Background: an optimization exercise with open tools, aiming at small area, a short achievable clock period and few clock cycles. Do not read the settings as production practice.
Only simulation tests tie the RTL to the original design; equivalence was not proved.
Power figures rest on the tool's default switching activity, not on a simulated workload.

## mips_core
module mips_core (
    input  wire        clk,
    input  wire        rst,
    input  wire        host_cmd_valid,
    output reg         host_cmd_ready,
    input  wire [2:0]  host_cmd_op,
    input  wire [4:0]  host_cmd_idx,
    input  wire [31:0] host_cmd_data,
    output reg         host_resp_valid,
    output reg  [2:0]  host_resp_status,
    output reg  [7:0]  host_resp_code,
    output reg  [31:0] host_resp_data,
    output reg         mem_req_valid,
    input  wire        mem_req_ready,
    output reg         mem_req_we,
    output reg  [31:0] mem_req_addr,
    output reg  [31:0] mem_req_wdata,
    input  wire        mem_resp_valid,
    input  wire        mem_resp_err,
    input  wire [7:0]  mem_resp_code,
    input  wire [31:0] mem_resp_rdata
);
    localparam OP_STEP    = 3'd0;
    localparam OP_GET_REG = 3'd1;
    localparam OP_SET_REG = 3'd2;
    localparam OP_GET_PC  = 3'd3;
    localparam OP_SET_PC  = 3'd4;
    localparam ST_OK     = 3'd0;
    localparam ST_INVAL  = 3'd1;
    localparam ST_ALIGN  = 3'd2;
    localparam ST_OVF    = 3'd3;
    localparam ST_MEMERR = 3'd4;
    localparam ST_BADARG = 3'd5;
    localparam S_IDLE  = 4'd0;    
    localparam S_FREQ  = 4'd1;    
    localparam S_FWAIT = 4'd2;    
    localparam S_X     = 4'd3;    
    localparam S_DREQ  = 4'd4;    
    localparam S_DWAIT = 4'd5;    
    localparam S_RESP  = 4'd6;    
    localparam S_OK    = 4'd7;    
    localparam S_MD1   = 4'd8;    
    localparam S_MD    = 4'd9;    
    localparam S_MDF   = 4'd10;   
    localparam S_MDF2  = 4'd12;   
    localparam S_MDF3  = 4'd13;   
    localparam S_N1    = 4'd14;   
    localparam S_N2    = 4'd15;   
    localparam S_GET   = 4'd11;   
    reg [3:0]  st;
    reg [31:0] pc;
    reg [31:0] npc;
    reg [31:0] hi;
    reg [31:0] lo;
    reg [31:0] rf [1:31];
    reg        x_v;        
    reg [31:0] ir;         
    reg [31:0] opa;        
    reg [31:0] opb;        
    reg [31:0] tgt;        
    reg [4:0]  idx_q;      
    reg        wr_q;       
    reg        getreg_q;   
    reg [2:0]  status_q;
    reg [7:0]  code_q;
    reg        we_q;       
    reg        rmw_q;      
    reg        c_bimm, c_sub, c_rsum, c_rand, c_ror, c_rxor, c_rslt, c_rsltu;
  ...
clock: 11.0 ns
lec_check: 0
cap_margin: 20
core_margin: 2
core_utilization: 60
setup_slack_margin: 5
slew_margin: 20
synth_hierarchical: 1
synth_minimum_keep_size: 0
run.sh (not shown) runs the stock make flow with config.mk's settings and CLKGATE_MAP_FILE= SYNTH_SCRIPT=/design/flow/synth_recipe.tcl, a recipe that flattens the netlist after the stock synthesis.
The baseline aborted during global routing, error GRT-0116.
Testbench counts at the start, summed over its fixed seeds: cycles 73,516.
Edit:
--- a/flow/config.mk
+++ b/flow/config.mk
@@ -6,9 +6,9 @@
 export NUM_CORES = 8
 export LEC_CHECK = 0
-export CAP_MARGIN = 20
+export CAP_MARGIN = 30
 export CORE_MARGIN = 2
-export CORE_UTILIZATION = 60
+export CORE_UTILIZATION = 50
 export SETUP_SLACK_MARGIN = 5
-export SLEW_MARGIN = 20
+export SLEW_MARGIN = 30
 export SYNTH_HIERARCHICAL = 1
 export SYNTH_MINIMUM_KEEP_SIZE = 0
Result:
- The new run completed without violations
- synthesized cell count does not change
- synthesized area stays the same
Edit:
--- a/flow/config.mk
+++ b/flow/config.mk
@@ -9,4 +9,6 @@
 export CORE_MARGIN = 2
 export CORE_UTILIZATION = 50
+export CTS_CLUSTER_DIAMETER = 60
+export CTS_CLUSTER_SIZE = 30
 export SETUP_SLACK_MARGIN = 5
 export SLEW_MARGIN = 30
The new run finished with max-capacitance violations, max-slew violations left.
Combinational power stays flat.
First-iteration DRC count came out lower by 6.0%.
Synthesized area stays the same.
Utilization came out lower by 0.69 points.
Final cell count came out lower by 0.70%.
Maximum frequency came out lower by 1.1%.
Critical path depth came out higher by 9.
Edit:
--- a/flow/config.mk
+++ b/flow/config.mk
@@ -8,9 +8,8 @@
 export CAP_MARGIN = 30
 export CORE_MARGIN = 2
-export CORE_UTILIZATION = 50
-export CTS_CLUSTER_DIAMETER = 60
-export CTS_CLUSTER_SIZE = 30
+export CORE_UTILIZATION = 30
 export SETUP_SLACK_MARGIN = 5
 export SLEW_MARGIN = 30
 export SYNTH_HIERARCHICAL = 1
 export SYNTH_MINIMUM_KEEP_SIZE = 0
+export TNS_END_PERCENT = 0
=> The new run completed with no timing, DRC or antenna violations; cell count goes up by 12%; count of clock-buffer cells in the layout goes up by 81; routed wire length goes up by 9.2%; area after synthesis stays the same; global-route usage goes down by 22 points; total power goes down by 0.99%; maximum frequency goes down by 1.1%; worst hold slack loses 0.039 ns; core utilization goes down by 25 points; die area goes up by 66%.

## what the ideal ports hide
No port has a modelled driver above. Below, the same layouts with a new extraction and two added sets of constraints.
Step 1 (the two cells are an assumption about what drives the block):
set clk [get_ports {clk}]
set_driving_cell -lib_cell sky130_fd_sc_hd__clkbuf_16 $clk
set_driving_cell -lib_cell sky130_fd_sc_hd__buf_2 [delete_from_list [all_inputs] $clk]
Step 2 moves the port delays by t, midway between the first and last clock arrival at a register: inputs arrive t later, outputs are due t later. That takes back most of the time a late clock gives input paths.
Three values: ideal, step 1, step 2; two values: the first two.
| run | t, ns | slack for setup (ns) | worst setup path after step 2 | worst data-port slew with drivers (ns) |
|---|---|---|---|---|
| the second run | 0.964 | 4.385 / 4.291 / 3.738 | input to register | 0.07 |
| the third run | 0.942 | 4.310 / 4.310 / 3.596 | input to register | 0.07 |
| the fourth run | 0.963 | 4.235 / 4.170 / 3.357 | input to register | 0.10 |
For the fourth run, which loses most, drivers alone change the setup slack by -0.065 ns; drivers and shift together by -0.878 ns.
